This design comes from an exercise in tuning for a short achievable clock period and few clock cycles per item on the open sky130 flow, not from production work.
Only simulation tests tie the RTL to the original design; equivalence was not proved.
Power is estimated from default activity; no workload was simulated.

## middle
==> flow/design.v (excerpt) <==
module nezoba_core #(
    parameter integer N_BUTTONS          = 15,
    parameter [31:0]  DEBOUNCE_TICKS     = 32'd5000,
    parameter [31:0]  TURBO_PERIOD_TICKS = 32'd13300,
    parameter [31:0]  CFG_DEBOUNCE_TICKS = 32'd5000,
    parameter integer CFG_MAX_READS      = 0,
    parameter [0:0]   TURBO_PHASE_INIT   = 1'b0
) (
    input  wire        clk,
    input  wire        rst,           
    input  wire [31:0] now,
    output reg  [1:0]  exp_op,
    input  wire [7:0]  exp_data,
    input  wire        exp_done,
    output reg  [2:0]  pin_pullup,
    input  wire [2:0]  cfg_pin,
    output reg  [7:0]  evt,
    output reg         evt_valid,
    output wire        halted,
    output wire [1:0]  fault
);
    localparam [1:0] OP_NONE = 2'd0, OP_INIT = 2'd1, OP_READA = 2'd2, OP_READB = 2'd3;
    localparam [2:0] S_INIT = 3'd0, S_CFG = 3'd1, S_WAIT = 3'd2,
                     S_BEGIN = 3'd4, S_RUN = 3'd5, S_HALT = 3'd6;
    localparam [7:0] EV_BEGIN = 8'h00, EV_RELALL = 8'h20, EV_PRESS = 8'h40,
                     EV_DPAD  = 8'h60, EV_COMMIT = 8'h80, EV_DIAG  = 8'hE3;
    localparam integer NS  = 3 * N_BUTTONS;    
    localparam integer NSA = 24;               
    reg  [2:0]  st;
    reg         halt_r;
    reg  [31:0] now_r;           
    reg         cfg_prev;
    reg         cfg_prev_v;
  ...
Size in the first run: ~3100 cells after synthesis, ~510 flip-flops, roughly 63 I/O pins, roughly 30000 sq um of cells after synthesis.
==> flow/config.mk <==
export PLATFORM = sky130hd
export DESIGN_NAME = nezoba_core
export DESIGN_NICKNAME = nezoba_core
export VERILOG_FILES = /design/flow/design.v
export SDC_FILE = /design/flow/constraint.sdc
export NUM_CORES = 4
export LEC_CHECK = 0
export CAP_MARGIN = 20
export CORE_MARGIN = 2
export CORE_UTILIZATION = 40
export PLACE_DENSITY = 0.6
export SLEW_MARGIN = 20
==> flow/constraint.sdc <==
create_clock -name core_clock -period 11.0 [get_ports {clk}]
set_input_delay 2.2000 -clock core_clock [delete_from_list [all_inputs] [get_ports {clk}]]
set_output_delay 2.2000 -clock core_clock [all_outputs]
set_load 0.01 [all_outputs]
standard.sh (not shown) runs the stock make flow with config.mk's settings and CLKGATE_MAP_FILE= SYNTH_SCRIPT=/design/flow/synth_recipe.tcl, a recipe that flattens the netlist after the stock synthesis.
==> flow/flow/run.sh <==
#!/bin/bash
set -euo pipefail
bash standard.sh SETUP_SLACK_MARGIN=7.8 MATCH_CELL_FOOTPRINT=0 \
    "BUFFER_PORTS_ARGS=-buffer_cell sky130_fd_sc_hd__buf_4" finish > standard_make.log 2>&1
middle: done, clean on timing, DRC and antenna
Testbench counts of middle, summed over its fixed seeds: cycles 3,106, iterations 480.
Inputs modified between middle and west:
-- flow/design.v --
<<< middle, line 366
            cfg_index <= {~cfg_pin[0], ~cfg_pin[1], ~cfg_pin[2], cfg_r};
        end
        {cfg_tw, cfg_tv} <= {1'b0, cfg_t} + {1'b0, CFG_DEBOUNCE_TICKS};
        if (st == S_BEGIN)
            turbo_ts <= now;          
>>> west, line 366
            cfg_index <= {~cfg_pin[0], ~cfg_pin[1], ~cfg_pin[2], cfg_r};
        end
        if (st == S_CFG && exp_done)
            {cfg_tw, cfg_tv} <= {1'b0, now_r} + {1'b0, CFG_DEBOUNCE_TICKS};
        else
            {cfg_tw, cfg_tv} <= {1'b0, cfg_t} + {1'b0, CFG_DEBOUNCE_TICKS};
        if (st == S_BEGIN)
            turbo_ts <= now;          
<<< middle, line 416
                        exp_op     <= OP_NONE;
                        cfg_prev_v <= 1'b1;
                        cfg_wt     <= 2'd2;
                        st         <= (cfg_prev_v && cfg_r == cfg_prev) ? S_BEGIN : S_WAIT;
                    end
>>> west, line 419
                        exp_op     <= OP_NONE;
                        cfg_prev_v <= 1'b1;
                        cfg_wt     <= (now == now_r) ? 2'd1 : 2'd2;
                        st         <= (cfg_prev_v && cfg_r == cfg_prev) ? S_BEGIN : S_WAIT;
                    end
==> comparison <==
Across west and middle, none had a timing, DRC or antenna violation.
Sequential share of cell area (west over middle): decrease, 1.8 points
Diff west and middle: met3 track demand over resource in global routing higher in west
The estimated power of west ends up higher than the estimate for middle.
Ratio of final minimum period to clock period came out higher on west than on middle.
Layout overhead on the synthesized area, west and middle, higher one = middle.
west ended with less power density over the cells than middle.
Measured against each other, west and middle differ in via count, the higher figure coming from west.
Final routed wirelength across all metal layers was lower in the run labelled middle.
Critical path depth in west vs middle: down 1
On mux cell area share after synthesis, middle tracks west almost exactly.
Testbench counts of west, summed over its fixed seeds: cycles 3,091, iterations 480.

* * *

nezoba_core, a different RTL version from the one above (not shown whole).
For scale: roughly 510 flip-flops, ~63 I/O pins.
Settings: LEC_CHECK=0, CAP_MARGIN=20, CORE_MARGIN=2, CORE_UTILIZATION=40, PLACE_DENSITY=0.6, SLEW_MARGIN=20; clock period 11.0 ns.
Scripts as last shown in full above: flow/flow/run.sh
Testbench counts at the start, summed over its fixed seeds: cycles 3,855, iterations 480.
Next try:
--- a/flow/design.v
+++ b/flow/design.v
@@ -341,27 +341,26 @@
             end
             assign c_flags[ge] = {3'd0, v, dg, pa, pb, dd};
             assign c_evt[ge]   = dg ? EV_DIAG :
                                  dd ? (EV_DPAD | {4'd0, dl}) :
                                       (EV_PRESS | {4'd0, pa ? key_a : key_b});
             assign c_allow[ge] = pa ? wa_pass[sa] : pb ? wb_pass[sb] : allow;
         end
     endgenerate
     wire cfg_r = ~exp_data[7];                         
     wire [2:0]    ci      = {tb_in, el_b, el_a};
     wire [7:0]    w_evt   = c_evt[ci];
-    wire          b_go    = b_ans || sample_b;
-    wire [NS-1:0] w_allow = b_go ? c_allow[ci] : allow;
-    wire          w_v     = b_go && c_flags[ci][4];
-    wire          w_diag  = b_go && c_flags[ci][3];
-    wire          w_dpad  = b_go && c_flags[ci][0];
+    wire [NS-1:0] w_allow = c_allow[ci];
+    wire          w_v     = c_flags[ci][4];
+    wire          w_diag  = c_flags[ci][3];
+    wire          w_dpad  = c_flags[ci][0];
     wire cm_now  = dpad_done && b_ans;
     wire cm_done = dpad_done && !b_ans && exp_op == OP_READB;
     wire commit  = cm_now || (cm_done && exp_done);
     always @(posedge clk) begin
         if (st == S_CFG && exp_done) begin
             cfg_prev  <= cfg_r;
             cfg_t     <= now;
             cfg_index <= {~cfg_pin[0], ~cfg_pin[1], ~cfg_pin[2], cfg_r};
         end
         if (st == S_CFG)
             {cfg_tw, cfg_tv} <= {1'b0, now_r} + {1'b0, CFG_DEBOUNCE_TICKS};
What happened: Register-to-register slack loses 0.14 ns; count of clock-buffer cells in the layout is lower by 2; power came out higher by 0.89%; synthesized area drops by 0.32%; clock power stays flat; global-route usage falls by 0.56 points.
Testbench counts after the change, summed over its fixed seeds: cycles 3,172, iterations 480.

[what the ideal ports hide]
Ports are ideal in the flow. The routed layouts listed here were re-timed in OpenROAD.
Step 1 (the two cells are an assumption about what drives the block):
set clk [get_ports {clk}]
set_driving_cell -lib_cell sky130_fd_sc_hd__clkbuf_16 $clk
set_driving_cell -lib_cell sky130_fd_sc_hd__buf_2 [delete_from_list [all_inputs] $clk]
Step 2, shift: input delay + t, output delay - t, t = (earliest + latest rising clock arrival at the registers) / 2. This alone moves slack from input paths to output paths.
a / b / c = ideal ports / drivers / drivers and shift; a / b = the first two.
run	t (ns)	setup slack, ns	hold slack, ns	worst data-port slew with drivers (ns)	pins driven straight from the clock port
middle	0.683	6.788 / 6.788 / 6.788	0.328 / 0.328 / 0.328	0.05	1
west	0.694	6.639 / 6.639 / 6.639	0.335 / 0.335 / 0.335	0.09	1
the first run of note 2	0.690	7.612 / 7.600 / 7.168	0.334 / 0.334 / 0.334	0.05	1
the second run of note 2	0.683	7.471 / 7.471 / 7.288	0.341 / 0.341 / 0.341	0.05	1
After both steps every run listed still meets setup and hold. For the first run of note 2, which loses most, drivers alone change the setup slack by -0.012 ns; drivers and shift together by -0.444 ns.
